From an optimization exercise on the open Yosys and OpenROAD flow, aimed at small area; shortcuts taken in it are not production practice.
In this exercise RTL edits were held to simulation tests only and were not proved equivalent to the original.

==> flow/design.v <==
module ws_core (
    input  wire       clk,
    input  wire       rst,           
    input  wire [2:0] pins,          
    input  wire       adc_eoc,
    input  wire [7:0] adc_drl,
    input  wire [7:0] adc_drh,
    output reg        adc_ch,
    output reg        adc_en,
    output wire       adc_start,
    input  wire       exec,          
    input  wire [2:0] cmd,           
    input  wire       cur_clr,       
    input  wire       cur_adv,       
    input  wire [2:0] bitidx,        
    output wire       txbit,
    output wire       host_ready
);
    localparam [1:0] M_FF    = 2'd0;
    localparam [1:0] M_SMALL = 2'd1;
    localparam [1:0] M_AA    = 2'd2;
    localparam [1:0] M_DATA  = 2'd3;
    localparam [13:0] T_INIT = 14'h00b7;
    localparam [13:0] T_MASK = 14'h2abf;
    reg  [2:0]  sync1, sync2, port, snap;
    reg         data_ready, running;
    reg  [13:0] timer;
    reg  [1:0]  start_seq;
    reg  [15:0] rain, wind;
    reg  [9:0]  uv, dir;
    reg         reset_code;
    reg  [1:0]  mode;
    reg  [7:0]  t0, t1, t2, t3, t5, t7;
    reg  [1:0]  t4, t6;
    reg  [3:0]  cursor;
    wire c1 = exec && cmd == 3'd1;
    wire c2 = exec && cmd == 3'd2;
    wire c3 = exec && cmd == 3'd3;
    wire c4 = exec && cmd == 3'd4;
    wire c5 = exec && cmd == 3'd5;
    wire rtc_fall  = snap[0] && !port[0];
    wire rain_rise = !snap[1] && port[1];
    wire wind_rise = !snap[2] && port[2];
    wire cs     = c2 || rtc_fall;                  
    wire expire = running && ((timer & T_MASK) == 14'd0);
    wire en_i   = cs || adc_en;
    wire ch_i   = !cs && adc_ch;
    wire done   = adc_eoc && en_i;
    wire [9:0] adc_value = {adc_drh[1:0], adc_drl};
    wire snap_en = c3 && data_ready;
    always @(posedge clk) begin
        sync1 <= pins;
        sync2 <= sync1;
        port  <= sync2;
        snap  <= rst ? sync2 : port;
    end
    always @(posedge clk) begin
        timer <= cs ? T_INIT : {timer[12:0], timer[13] ^ timer[12]};
        wind  <= (cs ? 16'd0 : wind) + {15'd0, wind_rise && (cs || running)};
        if (snap_en) begin
            t0[7:1] <= rain[15:9];
            t1 <= rain[7:0];
            t2 <= wind[15:8];
            t3 <= wind[7:0];
            t4 <= dir[9:8];
            t5 <= dir[7:0];
            t6 <= uv[9:8];
            t7 <= uv[7:0];
        end
        if (snap_en)
            t0[0] <= rain[8];
        else if (c1)
            t0[0] <= reset_code;
        else if (c4)
            t0[0] <= data_ready;
        if (cur_clr)
            cursor <= 4'd0;
        else if (cur_adv && !cursor[3])
            cursor <= cursor + 4'd1;
    end
    always @(posedge clk) begin
        if (rst) begin
            data_ready <= 1'b0;
            running    <= 1'b0;
            start_seq  <= 2'd0;
            adc_ch     <= 1'b0;
            adc_en     <= 1'b0;
            rain       <= 16'd0;
            uv         <= 10'd0;
            dir        <= 10'd0;
            reset_code <= 1'b1;
            mode       <= M_FF;
        end else begin
            if (cs) begin
                data_ready <= 1'b0;
                running    <= 1'b1;
            end else if (expire) begin
                data_ready <= 1'b1;
                running    <= 1'b0;
            end
            adc_ch <= done || ch_i;
            adc_en <= done ? !ch_i : en_i;
            if (cs || (done && !ch_i))
                start_seq <= 2'd3;
            else if (start_seq != 2'd0)
                start_seq <= start_seq - 2'd1;
            if (done && !ch_i)
                uv <= adc_value;
            if (done && ch_i)
                dir <= adc_value;
            rain <= (c5 ? 16'd0 : rain) + {15'd0, rain_rise};
            if (c1)
                reset_code <= 1'b0;
            if (exec)
                mode <= c3 ? (data_ready ? M_DATA : M_AA) :
                        (c1 || c4) ? M_SMALL : M_FF;
        end
    end
    reg [7:0] dbyte;
    always @* begin
        case (cursor[2:0])
            3'd0: dbyte = t0;
            3'd1: dbyte = t1;
            3'd2: dbyte = t2;
            3'd3: dbyte = t3;
            3'd4: dbyte = {6'd0, t4};
            3'd5: dbyte = t5;
            3'd6: dbyte = {6'd0, t6};
            default: dbyte = t7;
        endcase
    end
    reg tb;
    always @* begin
        if (cursor[3])
            tb = 1'b1;
        else case (mode)
            M_DATA:  tb = dbyte[bitidx];
            M_AA:    tb = bitidx[0];
            M_SMALL: tb = (cursor[2:0] == 3'd0) ? (bitidx == 3'd0 && t0[0]) : 1'b1;
            default: tb = 1'b1;
        endcase
    end
    assign txbit = tb;
    assign adc_start  = start_seq[0];
    assign host_ready = data_ready;
endmodule
module ws_i2c #(
    parameter [6:0] I2C_ADDR = 7'h50
) (
    input  wire       clk,
    input  wire       rst,           
    input  wire [2:0] pins,
    input  wire       adc_eoc,
    input  wire [7:0] adc_drl,
    input  wire [7:0] adc_drh,
    output wire       adc_ch,
    output wire       adc_en,
    output wire       adc_start,
    input  wire       scl,           
    input  wire       sda,           
    output wire       sda_oe,        
    output wire       host_ready
);
    localparam [2:0] S_IDLE  = 3'd0;
    localparam [2:0] S_ADDR  = 3'd6;
    localparam [2:0] S_RX    = 3'd4;
    localparam [2:0] S_ACK   = 3'd1;
    localparam [2:0] S_MACK  = 3'd3;
    localparam [2:0] S_TX    = 3'd2;    
    reg        scl_s1, scl_s2, scl_q;
    reg        sda_s1, sda_s2, sda_q;
    reg  [2:0] state;
    reg  [3:0] bitcnt;
    reg        pfx;          
    reg  [2:0] sh;           
    reg        srx;          
    reg        taken;        
    reg  [2:0] cmd;          
    reg        pend1, pend2;
    wire       txbit;
    wire start_det = scl_s2 && scl_q && sda_q && !sda_s2;
    wire stop_det  = scl_s2 && scl_q && !sda_q && sda_s2;
    wire scl_rise  = scl_s2 && !scl_q;
    wire scl_fall  = !scl_s2 && scl_q;
    wire in_addr   = (state == S_ADDR);
    wire in_rx     = (state == S_RX);
    wire in_tx     = (state == S_TX);
    wire shifting  = in_addr || in_rx;
    wire mid_byte  = (shifting && (bitcnt[3] || bitcnt[2] || bitcnt[1])) ||
                     (in_tx && (bitcnt[2:0] != 3'd0));
    wire bit8      = bitcnt[3];
    wire match     = pfx && !sh[2] && !sh[1];
    wire addr_ev   = scl_fall && !start_det && !stop_det && in_addr && bit8;
    wire write_ev  = scl_fall && !start_det && !stop_det && in_rx && bit8;
    wire tx_end    = scl_fall && !start_det && !stop_det && in_tx && (bitcnt[2:0] == 3'd7);
    wire exp_bit   = in_addr && (bitcnt[2:0] == 3'd0 || bitcnt[2:0] == 3'd2);
    wire pfx_cmp   = bitcnt[3] || (bitcnt[2] && (bitcnt[1] || bitcnt[0])) || (sda_s2 == exp_bit);
    always @(posedge clk) begin
        scl_s1 <= scl;
        scl_s2 <= scl_s1;
        scl_q  <= scl_s2;
        sda_s1 <= sda;
        sda_s2 <= sda_s1;
        sda_q  <= sda_s2;
    end
    always @(posedge clk) begin
        if (rst) begin
            state <= S_IDLE;
        end else if (start_det) begin
            state  <= S_ADDR;
            bitcnt <= 4'd0;
        end else if (stop_det) begin
            state  <= S_IDLE;
        end else if (scl_rise) begin
            if (shifting || state == S_MACK) begin
                sh     <= {sh[1:0], sda_s2};
                pfx    <= (pfx || bitcnt == 4'd0) && pfx_cmp;
                bitcnt <= bitcnt + 4'd1;
            end
        end else if (scl_fall) begin
            case (state)
                S_ADDR: if (bit8) state <= match ? S_ACK : S_IDLE;
                S_RX:   if (bit8) state <= S_ACK;
                S_ACK: begin
                    bitcnt <= srx ? 4'd0 : 4'd14;
                    state  <= srx ? S_RX : S_TX;
                end
                S_TX: begin
                    bitcnt <= bitcnt + 4'd1;
                    if (bitcnt[2:0] == 3'd7)
                        state <= S_MACK;
                end
                S_MACK: begin
                    bitcnt <= 4'd14;
                    state  <= sh[0] ? S_IDLE : S_TX;
                end
                default: ;
            endcase
        end else if (in_tx && bitcnt[3]) begin
            bitcnt <= bitcnt + 4'd1;
        end
    end
    always @(posedge clk) begin
        if (rst) begin
            srx   <= 1'b0;
            cmd   <= 3'd0;
            pend1 <= 1'b0;
            pend2 <= 1'b0;
        end else begin
            pend1 <= stop_det && !mid_byte && srx;
            pend2 <= pend1;
            if (start_det ? mid_byte : stop_det)
                srx <= 1'b0;
            else if (addr_ev)
                srx <= match && !sh[0];
            if (addr_ev)
                taken <= 1'b0;
            if (write_ev) begin
                taken <= 1'b1;
                if (!taken)
                    cmd <= pfx ? sh : 3'd0;
            end
        end
    end
    assign sda_oe = (state == S_ACK) || (in_tx && !bitcnt[3] && !txbit);
    ws_core core (
        .clk(clk), .rst(rst), .pins(pins),
        .adc_eoc(adc_eoc), .adc_drl(adc_drl), .adc_drh(adc_drh),
        .adc_ch(adc_ch), .adc_en(adc_en), .adc_start(adc_start),
        .exec(pend2), .cmd(cmd),
        .cur_clr(addr_ev), .cur_adv(tx_end), .bitidx(~bitcnt[2:0]),
        .txbit(txbit),
        .host_ready(host_ready)
    );
endmodule
==> flow/config.mk <==
export PLATFORM = sky130hd
export DESIGN_NAME = ws_i2c
export DESIGN_NICKNAME = ws_i2c
export VERILOG_FILES = /design/flow/design.v
export SDC_FILE = /design/flow/constraint.sdc
export NUM_CORES = 4
export LEC_CHECK = 0
export CAP_MARGIN = 20
export CORE_MARGIN = 2
export CORE_UTILIZATION = 70
export SLEW_MARGIN = 20
==> flow/constraint.sdc <==
create_clock -name core_clock -period 10.0 [get_ports {clk}]
set_input_delay 2.0000 -clock core_clock [delete_from_list [all_inputs] [get_ports {clk}]]
set_output_delay 2.0000 -clock core_clock [all_outputs]
set_load 0.01 [all_outputs]
standard.sh (not shown) runs the stock make flow with config.mk's settings and CLKGATE_MAP_FILE= SYNTH_SCRIPT=/design/flow/synth_recipe.tcl, a recipe that flattens the netlist after the stock synthesis.
==> flow/flow/run.sh <==
#!/bin/bash
# Standard layout, with the port buffers as buf_1 and a clock tree without dummy loads.
set -euo pipefail
export BUFFER_PORTS_ARGS="-buffer_cell sky130_fd_sc_hd__buf_1"
export CTS_ARGS="-sink_clustering_enable -repair_clock_nets -dont_use_dummy_load -buf_list sky130_fd_sc_hd__clkbuf_8 -sink_clustering_size 30 -sink_clustering_max_diameter 80"
bash standard.sh > standard.log 2>&1
The starting point produced a clean layout.
Then changed:
CORE_UTILIZATION = 40   (was 70)
What happened: The changed run ran to the end with no violations. Count of clock-buffer cells in the layout does not change. Via count shrinks by 1.4%. Worst setup slack improves by 9.8 ps.

[static timing again, ports no longer ideal]
In the flow no input, the clock included, has a driving cell. The finished layouts below were timed again as built, in two steps.
Step 1 sets driving cells, clkbuf_16 on the clock port and buf_2 on the other inputs (assumed; they add their load-dependent delay and slew).
Step 2 moves the port delays by t, midway between the first and last clock arrival at a register: inputs arrive t later, outputs are due t later. That takes back most of the time a late clock gives input paths.
a / b / c = ideal ports / drivers / drivers and shift; a / b = the first two.
| run | shift t [ns] | setup slack, ns | worst setup path after step 2 |
|---|---|---|---|
| the first run | 0.464 | 4.837 / 4.804 / 5.268 | register to output |
| the second run | 0.474 | 4.847 / 4.810 / 5.284 | register to output |
After both steps every run listed still meets setup and hold.
